From an optimization exercise on the open Yosys and OpenROAD flow, aimed at small area, a short achievable clock period and few clock cycles per item; shortcuts taken in it are not production practice. Only simulation tests tie the RTL to the original design; equivalence was not proved. Power and IR drop assume default switching activity.

--- design/flow/design.v ---
module eis_bdconv (
    input  wire         clk,
    input  wire         rst,           
    input  wire         cmd_valid,
    output wire         cmd_ready,
    input  wire         cmd_op,        
    input  wire         cmd_ntype,     
    input  wire [1:0]   cmd_sign,      
    input  wire [4:0]   cmd_len,       
    input  wire [3:0]   cmd_nbytes,    
    input  wire         cmd_plus_p,    
    input  wire [71:0]  cmd_bin,       
    input  wire [215:0] cmd_dec,       
    output reg          res_valid,
    output reg  [1:0]   res_fault,     
    output reg  [4:0]   res_fault_pos,
    output reg          res_ovf,
    output reg          res_zero,
    output reg          res_neg,
    output reg  [71:0]  res_bin,       
    output reg  [215:0] res_dec        
);
    localparam MAXN    = 24;            
    localparam NDIG    = 22;            
    localparam S_FLOAT = 2'd0, S_LEAD = 2'd1, S_TRAIL = 2'd2, S_UNS = 2'd3;
    localparam F_NONE  = 2'd0, F_LEN = 2'd1, F_FMT = 2'd2, F_DIGIT = 2'd3;
    localparam ST_IDLE  = 3'd0;
    localparam ST_CHECK = 3'd1;
    localparam ST_BTD   = 3'd2;
    localparam ST_BFMT  = 3'd3;
    localparam ST_DTB   = 3'd4;
    localparam ST_DFIN  = 3'd5;
    reg [2:0]   state;
    reg         op_r;
    reg         ntype_r;
    reg [1:0]   sign_r;
    reg [4:0]   len_r;
    reg [3:0]   nbytes_r;
    reg         p_r;
    reg [71:0]  bin_r;       
    reg [215:0] dec_r;       
    reg [6:0]   cnt;         
    reg [4*NDIG-1:0] bcd;    
    reg         neg_r;       
    reg [79:0]  acc;         
    assign cmd_ready = (state == ST_IDLE);
    wire        signed_fmt = (sign_r != S_UNS);
    wire [5:0]  ndigits    = {1'b0, len_r} - {5'd0, signed_fmt};    
    wire [6:0]  nbits      = nbytes_r * 7'd9;
    reg  [71:0] bin_val;
    reg  [71:0] bin_mag;
    reg         bin_neg;
    always @* begin
        bin_val = bin_r >> (7'd72 - nbits);                   
        bin_neg = bin_val[nbits - 7'd1];
        if (bin_neg)
            bin_val = bin_val | ({72{1'b1}} << nbits);        
        bin_mag = bin_neg ? (~bin_val + 72'd1) : bin_val;
    end
    reg [4*NDIG-1:0] bcd_adj;
    integer k;
    always @* begin
        for (k = 0; k < NDIG; k = k + 1)
            bcd_adj[4*k +: 4] = (bcd[4*k +: 4] >= 4'd5) ? bcd[4*k +: 4] + 4'd3
                                                         : bcd[4*k +: 4];
    end
    function [8:0] enc_digit(input nt, input [3:0] d);
        enc_digit = nt ? {5'd0, d} : (9'o060 + {5'd0, d});
    endfunction
    function [8:0] enc_sign(input nt, input minus, input p);
        if (nt)
            enc_sign = minus ? 9'o015 : (p ? 9'o013 : 9'o014);
        else
            enc_sign = minus ? 9'o055 : 9'o053;
    endfunction
    reg [215:0] fmt_dec;
    reg         fmt_ovf;
    reg         fmt_zero;
    integer i;
    integer w;
    always @* begin
        fmt_dec  = 216'd0;
        w        = 0;
        fmt_zero = (bcd == {4*NDIG{1'b0}});
        fmt_ovf  = 1'b0;
        for (k = 0; k < NDIG; k = k + 1)
            if (k >= ndigits && bcd[4*k +: 4] != 4'd0)
                fmt_ovf = 1'b1;
        for (i = 0; i < MAXN; i = i + 1) begin
            if (i < len_r) begin
                if ((sign_r == S_LEAD && i == 0) ||
                    (sign_r == S_TRAIL && i == len_r - 1)) begin
                    fmt_dec[215 - 9*i -: 9] = enc_sign(ntype_r, neg_r, p_r);
                end else begin
                    if (sign_r == S_TRAIL)
                        w = len_r - 2 - i;
                    else
                        w = len_r - 1 - i;
                    if (w < NDIG)
                        fmt_dec[215 - 9*i -: 9] = enc_digit(ntype_r, bcd[4*w +: 4]);
                    else
                        fmt_dec[215 - 9*i -: 9] = enc_digit(ntype_r, 4'd0);
                end
            end
        end
    end
    wire [8:0]  ch      = dec_r[215:207];
    wire [3:0]  ch4     = ch[3:0];
    wire        is_sign = (sign_r == S_LEAD  && cnt == 7'd0) ||
                          (sign_r == S_TRAIL && cnt == {2'd0, len_r} - 7'd1);
    reg         ch_ok;
    reg         ch_minus;
    reg  [3:0]  ch_digit;
    always @* begin
        ch_minus = 1'b0;
        ch_digit = 4'd0;
        if (is_sign) begin
            if (ntype_r) begin
                ch_ok    = (ch4 >= 4'd10);
                ch_minus = (ch4 == 4'o15);
            end else begin
                ch_ok    = (ch == 9'o053) || (ch == 9'o055);
                ch_minus = (ch == 9'o055);
            end
        end else begin
            if (ntype_r) begin
                ch_ok    = (ch4 <= 4'd9);
                ch_digit = ch4;
            end else begin
                ch_ok    = (ch >= 9'o060) && (ch <= 9'o071);
                ch_digit = ch[3:0];
            end
        end
    end
    reg  [79:0] lim;
    reg  [79:0] xval;
    reg  [71:0] bin_out;
    reg         dtb_ovf;
    always @* begin
        lim     = 80'd1 << (nbits - 7'd1);
        dtb_ovf = neg_r ? (acc > lim) : (acc >= lim);
        xval    = neg_r ? (~acc + 80'd1) : acc;
        bin_out = xval[71:0] & ~({72{1'b1}} << nbits);         
        bin_out = bin_out << (7'd72 - nbits);                  
    end
    task finish_fault(input [1:0] f, input [4:0] pos);
        begin
            res_valid     <= 1'b1;
            res_fault     <= f;
            res_fault_pos <= pos;
            res_ovf       <= 1'b0;
            res_zero      <= 1'b0;
            res_neg       <= 1'b0;
            res_bin       <= 72'd0;
            res_dec       <= 216'd0;
            state         <= ST_IDLE;
        end
    endtask
    always @(posedge clk) begin
        if (rst) begin
            state     <= ST_IDLE;
            res_valid <= 1'b0;
        end else begin
            res_valid <= 1'b0;
            case (state)
            ST_IDLE: begin
                if (cmd_valid) begin
                    op_r     <= cmd_op;
                    ntype_r  <= cmd_ntype;
                    sign_r   <= cmd_sign;
                    len_r    <= cmd_len;
                    nbytes_r <= cmd_nbytes;
                    p_r      <= cmd_plus_p;
                    bin_r    <= cmd_bin;
                    dec_r    <= cmd_dec;
                    state    <= ST_CHECK;
                end
            end
            ST_CHECK: begin
                if (nbytes_r == 4'd0 || nbytes_r > 4'd8)
                    finish_fault(F_LEN, 5'd0);
                else if (sign_r == S_FLOAT)
                    finish_fault(F_FMT, 5'd0);
                else if (len_r == 5'd0 || len_r > MAXN || ndigits == 6'd0)
                    finish_fault(F_LEN, 5'd0);
                else if (op_r == 1'b0) begin
                    bin_r <= bin_mag;
                    neg_r <= bin_neg;
                    bcd   <= {4*NDIG{1'b0}};
                    cnt   <= 7'd0;
                    state <= ST_BTD;
                end else begin
                    acc   <= 80'd0;
                    neg_r <= 1'b0;
                    cnt   <= 7'd0;
                    state <= ST_DTB;
                end
            end
            ST_BTD: begin
                bcd   <= {bcd_adj[4*NDIG-2:0], bin_r[71]};
                bin_r <= {bin_r[70:0], 1'b0};
                cnt   <= cnt + 7'd1;
                if (cnt == 7'd71)
                    state <= ST_BFMT;
            end
            ST_BFMT: begin
                res_valid     <= 1'b1;
                res_fault     <= F_NONE;
                res_fault_pos <= 5'd0;
                res_ovf       <= fmt_ovf;
                res_zero      <= fmt_zero;
                res_neg       <= neg_r;
                res_bin       <= 72'd0;
                res_dec       <= fmt_dec;
                state         <= ST_IDLE;
            end
            ST_DTB: begin
                if (!ch_ok) begin
                    finish_fault(F_DIGIT, cnt[4:0]);
                end else begin
                    if (is_sign)
                        neg_r <= ch_minus;
                    else
                        acc <= (acc << 3) + (acc << 1) + {76'd0, ch_digit};
                    dec_r <= {dec_r[206:0], 9'd0};
                    cnt   <= cnt + 7'd1;
                    if (cnt == {2'd0, len_r} - 7'd1)
                        state <= ST_DFIN;
                end
            end
            ST_DFIN: begin
                res_valid     <= 1'b1;
                res_fault     <= F_NONE;
                res_fault_pos <= 5'd0;
                res_ovf       <= dtb_ovf;
                res_zero      <= (acc == 80'd0);
                res_neg       <= neg_r && (acc != 80'd0);
                res_bin       <= bin_out;
                res_dec       <= 216'd0;
                state         <= ST_IDLE;
            end
            default: state <= ST_IDLE;
            endcase
        end
    end
endmodule
--- design/flow/run.sh ---
#!/bin/bash
# synth_recipe.tcl (not shown) runs the flow's synth.tcl, then flattens the netlist and writes it again
# the make line also repeats each setting of config.mk as NAME=value (left out here)
make -C /OpenROAD-flow-scripts/flow DESIGN_CONFIG=/design/flow/config.mk WORK_HOME=/design/flow/orfs CLKGATE_MAP_FILE= SYNTH_SCRIPT=/design/flow/synth_recipe.tcl finish
--- design/flow/config.mk ---
export PLATFORM = sky130hd
export DESIGN_NAME = eis_bdconv
export DESIGN_NICKNAME = eis_bdconv
export VERILOG_FILES = /design/flow/design.v
export SDC_FILE = /design/flow/constraint.sdc
export NUM_CORES = 4
export LEC_CHECK = 0
export CAP_MARGIN = 20
export CORE_MARGIN = 2
export CORE_UTILIZATION = 40
export PLACE_DENSITY = 0.6
export SLEW_MARGIN = 20
--- design/flow/constraint.sdc ---
create_clock -name core_clock -period 10.0 [get_ports {clk}]
set_input_delay 2.0000 -clock core_clock [delete_from_list [all_inputs] [get_ports {clk}]]
set_output_delay 2.0000 -clock core_clock [all_outputs]
set_load 0.01 [all_outputs]
==> results_dict.tcl <==
set metrics [dict create \
    nets 9437 \
    route.detailed.drc 0 \
    finalHoldViolCount 0 \
    cap_violations 0 \
    ctsHoldBuffers 0 \
    tightest_slew_ns 1.26 \
    cts_resized 0 \
    cp_max_fo 17 \
    hold-path-endpoint "dec_r[163]" \
    finClkSkew_ns 0.0824 \
    cp_slowest_cell "a41oi_2" \
    synth-simple-area-share 0.208 \
    die_height_um 424 \
    outcome "complete, no violations" \
    core_mm2 0.176 \
    ir_drop_mv 0.131 \
    cts_max_path_buffers 3 \
    r2r_start "len_r[2]" \
    crit_buf_inv 4 \
    wl_um 347000 \
    max_clock_freq_mhz 112 \
    ys_types 123 \
    vias 68500 \
    worst_slack_ns 1.08 \
    critPathRequiredTime_ns 10.42 \
    slowest_delay_ns 0.57 \
    dp_slack_ns 1.28 \
    final-instance-count-excl-fill 10900 \
    io_buffers 532 \
    final_cell_area_mm2 0.0812 \
    hp-class "flop to flop" \
    yosysSeqAreaShare 0.300 \
    final_util 0.462 \
    syn2layout_area_growth_pct 14.9 \
    drt_iter0_markers 7718 \
    grt_max_degree 217 \
    relSlewSlack 0.156 \
    p_total_mw 12.1 \
    cts_root_buf "clkbuf_16" \
    post_cts_buffers 0 \
    slew_violations 0 \
    antenna_left 0 \
    path_clk_slew_ns 0.07 \
    viasPerCell 6.29 \
    row_count 154 \
    synth_fa_ha_area_frac 0.117 \
    synth-main-ff-cell "edfxtp_1" \
    synth_top_family_by_area "simple AND/OR/NAND/NOR gates" \
    synth_seq_cells 708 \
    initial_core_util 0.402 \
    crit_path_start_kind "flop" \
    crit_arrival_ns 9.34 \
    cp_top_family "compound AO/OA/AOI/OAI gates" \
    dp_cells 10700 \
    layout-drive-gt1-share 0.0834 \
    numCtsBuffers 86 \
    synth_compound_area_frac 0.168 \
    whs_ns 0.484 \
    design.die.area_mm2 0.180 \
    grt_pass1_vias 65700 \
    reg2regPathDepth 29 \
    crit_type "flop to flop" \
    rsz0062_at_grt "no" \
    clock-sinks 708 \
    powerDensity_mw_per_mm2 149 \
    regToRegSetupSlack_ns 1.08 \
    post-route-period-util 0.892 \
    tns_ns 0 \
    synth-edff-count 704 \
    hpwl_um 272000 \
    filler_cell_count 17100 \
    critical_path.reg2reg.endpoint "acc[72]" \
    synth_area_mm2 0.0707 \
    grt_usage 0.373 \
    endpoint_kind "flop" \
    synthCells 8196 \
    placedInstanceArea_mm2 0.0784 \
    antenna_found_initial 17 \
    syn_area_per_cell_um2 8.62 \
    synthArstFlopShare 0 \
    ios 605 \
    overflow 0 \
    die_w_um 424 \
    finalSetupViolCount 0 \
    synthXorXnorAreaFrac 0.0329 \
    whs_path_depth 2 \
    place_congestion 1.04 \
    yosys_warnings 1 \
    cts_htree_levels 3 \
    grt_pass1_wl_um 487000 \
    hold_start "dec_r[154]" \
    firstDrtPassIters 6 \
    leakage_nw 31.6 \
    worstSkewPairLatency_ns 0.76 \
    period_needed_ns 8.92 \
    synth.mux.area_fraction 0.126 \
    wire_per_inst_um 31.9 \
    cts_tree "done" \
]
-- how the worst max path moves through the flow --
stage                            end  depth (start not counted)  slack [ns]     start
after CTS                    acc[72]                         29        1.20  len_r[2]
final                        acc[72]                         29        1.08  len_r[2]
after global placement       acc[72]                         29        1.38  len_r[2]
after detailed placement     acc[72]                         29        1.28  len_r[2]
after floorplan           res_bin[0]                         17       -0.57  len_r[0]
after global routing         acc[73]                         28        0.55  len_r[2]
-- registers in the layout, indices dropped and copies added (netlist names), 2 cells and up --
name           flops
nbytes_r           4
len_r              5
res_fault_pos      5
res_bin           72
state              3
cnt                7
sign_r             2
bcd               88
bin_r             72
dec_r            216
res_fault          2
acc               80
res_dec          144
-- per-layer routing --
metal	part of all wire	wire, um	track usage
met3	0.070	24500	0.0593
met1	0.37	128000	0.430
met5	0.000069	24	0
met4	0.091	31600	0.287
met2	0.47	163000	0.619
-- worst min-delay path: stages, from the launching register on --
cell and delay [ns]:
edfxtp_1 0.32, nand2_1 0.05, nand2_1 0.04
-- synthesized netlist by cell type, types with 68 or more instances --
cell         n  area [um^2]
buf_1       68          255
nand4_1     87          544
xnor2_1    130         1140
buf_4       88          661
mux4_2     126         2840
nand2_1   1347         5060
o21ai_0    409         2050
a22oi_1    112          841
nand3_1    184          921
nor3_1     249         1250
ha_1       658         8230
xor2_1     134         1170
a21o_1      93          698
edfxtp_1   704        21100
nor2_1     802         3010
clkbuf_1   388         1460
inv_1      150          563
a211oi_1    75          563
a21oi_1    544         2720
mux2i_1    471         4710
nand2b_1    83          519
and2_1      95          594
mux2_2     115         1290
-- area by class of cell --
cell class	instances	area, um^2	share of cell area
inverters	166	646	0.00795
multi-input cells	6788	46800	0.576
clock inverters	51	549	0.00676
clock buffers	103	2230	0.0274
flip-flops and latches	708	21200	0.261
well taps	2340	2930	0.0361
diodes	13	32.5	0.000401
repair buffers	722	6830	0.0841
-- report_power, final --
| part | leakage (nW) | switching (mW) | internal [mW] |
|---|---|---|---|
| Sequential | 6.63 | 0.224 | 3.51 |
| Combinational | 23.7 | 3.51 | 1.74 |
| Clock | 1.33 | 1.41 | 1.74 |
-- layout by cell type (no fill, tap or decap), types with 75 or more instances in the layout --
cell	synthesis	final
inv_1	150	146
clkdlybuf4s50_1	0	532
a211oi_1	75	75
a22oi_1	112	111
a21o_1	93	93
clkbuf_16	0	86
nand4_1	87	87
a21oi_1	544	536
nand2_1	1347	1345
nor2_1	802	795
nand2b_1	83	81
xnor2_1	130	121
xor2_1	134	132
buf_4	88	183
ha_1	658	654
edfxtp_1	704	704
nand3_1	184	184
mux2_2	115	115
mux4_2	126	126
o21ai_0	409	404
nor3_1	249	246
and2_1	95	93
mux2i_1	471	470
-- logic make-up (layout without fill, tap and decap cells) --
kind of cell    Yosys count  count (layout)
compound gates         1852            1852
xor+xnor                265             265
fa+ha+maj               660             660
buf+inv                 771            1042
flops                   708             708
mux                     719             719
other cells               1              85
simple gates           3220            3220
Testbench counts, summed over its fixed seeds: cycles 147,251, items 3,200.

## separate check: timing with driven ports
In the flow no input, the clock included, has a driving cell. The finished layout below was timed again as built, in two steps.
Step 1 assumes that a clkbuf_16 drives the clock port and a buf_2 every other input.
Step 2 also shifts input and output timing later by t, the mid clock arrival at the registers, as if the neighbouring blocks saw the same clock.
Three values: ideal, step 1, step 2; two values: the first two.
shift t [ns]: 0.810
setup WS [ns]: 1.082 / 1.082 / 1.082
worst setup path at the end: register to register
worst register clock-pin slew, ns: 0.08 / 0.08
After both steps setup and hold are still met in this run. For this run, drivers alone change the setup slack by 0.000 ns; drivers and shift together by 0.000 ns.
